What follows belongs to an exercise in optimizing a design on an open flow for small area; a production flow would make more cautious choices. Only simulation tests tie the RTL to the original design; equivalence was not proved. Power and IR drop assume default switching activity.

==> flow/design.v (excerpt) <==
module bdsp_analyser (
    input  wire        clk,
    input  wire        rst,
    input  wire        start,
    input  wire [11:0] blob_len,
    input  wire [7:0]  en0,
    input  wire [7:0]  en1,
    input  wire        in_valid,
    input  wire [7:0]  in_data,
    output wire        in_ready,
    output wire        done,
    output wire        malformed,
    output wire [7:0]  on0,
    output wire [7:0]  on1,
    output wire [7:0]  off0,
    output wire [7:0]  off1,
    output wire [7:0]  gs0,
    output wire [7:0]  xt0,
    output wire [7:0]  xt1,
    output wire [7:0]  ctgt_ae0,
    output wire [7:0]  ctgt_ae1,
    output wire [7:0]  ctgt_gen,
    output wire [7:0]  ctgt_base,
    output wire [3:0]  ncoef,
    output wire [1:0]  mode,
    output wire [1:0]  sinsel,
    output wire        genstop,
    output wire [1:0]  mdir,
    output wire [1:0]  bdir0,
    output wire [1:0]  bdir1,
    output wire        reg_valid,
    output wire [7:0]  reg_flags,
    output wire [55:0] reg_val,
    output wire [3:0]  int_app,
    output wire [15:0] int_addr,
    output wire [7:0]  int_nbytes
);
For scale: about 780 cells after synthesis, roughly 210 flip-flops, about 240 I/O pins.
Settings: LEC_CHECK=0, CAP_MARGIN=20, CORE_MARGIN=2, CORE_UTILIZATION=50, PLACE_DENSITY=0.7, SLEW_MARGIN=20; clock period 6.0 ns.
standard.sh (not shown) runs the stock make flow with config.mk's settings and CLKGATE_MAP_FILE= SYNTH_SCRIPT=/design/flow/synth_recipe.tcl, a recipe that flattens the netlist after the stock synthesis.
==> flow/flow/run.sh <==
#!/bin/bash
# The standard layout, with three changes:
# - synthesis maps the logic with an area-oriented ABC script (flow/abc_area.script)
#   in a copy of the ORFS scripts; everything else in synthesis is unchanged;
# - the smallest buffer on the ports and on outputs that repeat a net;
# - one tie cell for the constant outputs;
# - a clock tree of fewer, stronger sink buffers and no dummy loads.
# Each tool's full output stays in the ORFS logs under orfs/logs; make's own
# output goes to synth.log and standard.log.
set -euo pipefail
rm -rf scripts_area
cp -r "$FLOW_HOME/scripts" scripts_area
cp flow/abc_area.script scripts_area/abc_area.script
bash standard.sh SCRIPTS_DIR="$PWD/scripts_area" ABC_AREA=1 MIN_BUF_CELL_AND_PORTS="sky130_fd_sc_hd__buf_1 A X" synth > synth.log 2>&1
bash standard.sh \
  SKIP_REPAIR_TIE_FANOUT=1 \
  BUFFER_PORTS_ARGS="-buffer_cell sky130_fd_sc_hd__buf_1" \
  CTS_ARGS="-sink_clustering_enable -repair_clock_nets -sink_clustering_size 14 -sink_clustering_max_diameter 60 -sink_clustering_buffer sky130_fd_sc_hd__clkbuf_8 -buf_list {sky130_fd_sc_hd__clkbuf_4 sky130_fd_sc_hd__clkbuf_8} -dont_use_dummy_load" \
  finish > standard.log 2>&1
==> flow/flow/abc_area.script <==
strash
&get -n
&fraig -x
&put
scorr
dc2
strash
&get -n
&synch2
&dch -f
&nf -R 1000
&put
Rerun with:
--- a/flow/design.v
+++ b/flow/design.v
@@ -41,15 +41,15 @@
     reg  [2:0]  st;
     reg  [11:0] rem;       
     reg  [11:0] crem;      
     reg  [6:0]  cnt;       
     reg  [1:0]  kind;
     reg  [3:0]  app;
     reg  [4:0]  sw;        
-    reg         nhi_nz;    
+    reg  [3:0]  nhi;       
     reg  [13:0] q;         
     reg  [13:0] pn;        
     reg  [14:0] seen;      
     reg  [14:0] ctgt;      
     reg  [3:0]  ncnt;
     reg         fb;        
     reg  [1:0]  sins;
@@ -68,15 +68,15 @@
     wire        take     = in_valid && in_ready;
     wire        ht       = in_hdr && take;
     wire        bt       = in_body && take;
     wire        z        = (in_data == 8'd0);
     wire        one      = (in_data == 8'd1);
     wire        dir_ok   = (in_data[7:2] == 6'd0) && !(in_data[1] && in_data[0]);
     wire [11:0] len      = {crem[11:8], in_data};
-    wire [11:0] n        = {inb[3:0] & {4{nhi_nz}}, in_data};
+    wire [11:0] n        = {nhi, in_data};
     wire        fw_seen  = (md != 2'd3);
     wire        is_fw    = (kind == K_FW);
     wire        is_coef  = (kind == K_COEF);
     wire        is_greg  = (kind == K_REG) && (app == 4'd0);
     wire        h7       = ht && (cnt[2:0] == 3'd7);
     wire        c_fw     = bt && is_fw;
     wire        c_coef   = bt && is_coef;
@@ -254,17 +254,15 @@
         end
     end
     always @(posedge clk) begin
         if (c_coef && cnt == 7'd2) sw <= z ? 5'd1 : 5'd0;
         if (c_coef && cnt == 7'd3)
             sw <= (sw != 5'd0 && in_data[7:5] == 3'd0 && in_data[4:0] <= 5'd16) ?
                   5'd17 - in_data[4:0] : 5'd0;
-        if (c_coef && cnt == 7'd7) nhi_nz <= (in_data[3:0] != 4'd0);
-        if (c_coef && cnt == 7'd7 && (ncnt == 4'd0 || in_data[3:0] != 4'd0))
-            inb[3:0] <= in_data[3:0];
+        if (c_coef && cnt == 7'd7) nhi <= in_data[3:0];
         if (c_int && cnt[6:1] == 6'd1) iaddr <= {iaddr[7:0], in_data};
         if (c_int && cnt == 7'd8) inb <= in_data;
     end
     always @(posedge clk) begin
         if (c_int && cnt == 7'd4) fb <= !one;
         if (c_int && cnt == 7'd8 && n > 12'd160) fb <= 1'b1;
     end
Effect:
- flip-flop and latch count is higher by 3
- worst hold slack gets better by 0.0033 ns
- clock skew is higher by 0.011 ns
- wire length is higher by 2.5%
- setup slack gets worse by 0.11 ns
- sequential power is about the same
- final area is about the same

## what the ideal ports hide
How much do the figures lean on ideal ports? The routed layouts below were timed once more, with nothing changed but the port constraints. Step 1 assumes that a clkbuf_16 drives the clock port and a buf_2 every other input. Step 2 times the ports against the registers' clock, not the clock port: input delays grow and output delays shrink by t, the midpoint of the rising clock arrivals with the driver on. a / b / c = no drivers / after step 1 / after step 2; a / b = the first two.
run | t, ns | setup slack, ns | worst hold slack (ns) | slew at the worst register clock pin (ns) | cell pins on the clock port's net
the first run | 0.520 | 1.844 / 1.844 / 1.564 | 0.442 / 0.442 / 0.442 | 0.09 / 0.09 | 1
the second run | 0.530 | 1.739 / 1.760 / 1.230 | 0.445 / 0.445 / 0.445 | 0.10 / 0.10 | 1
After both steps every run listed still meets setup and hold. For the second run, which loses most, drivers alone change the setup slack by +0.021 ns; drivers and shift together by -0.509 ns.
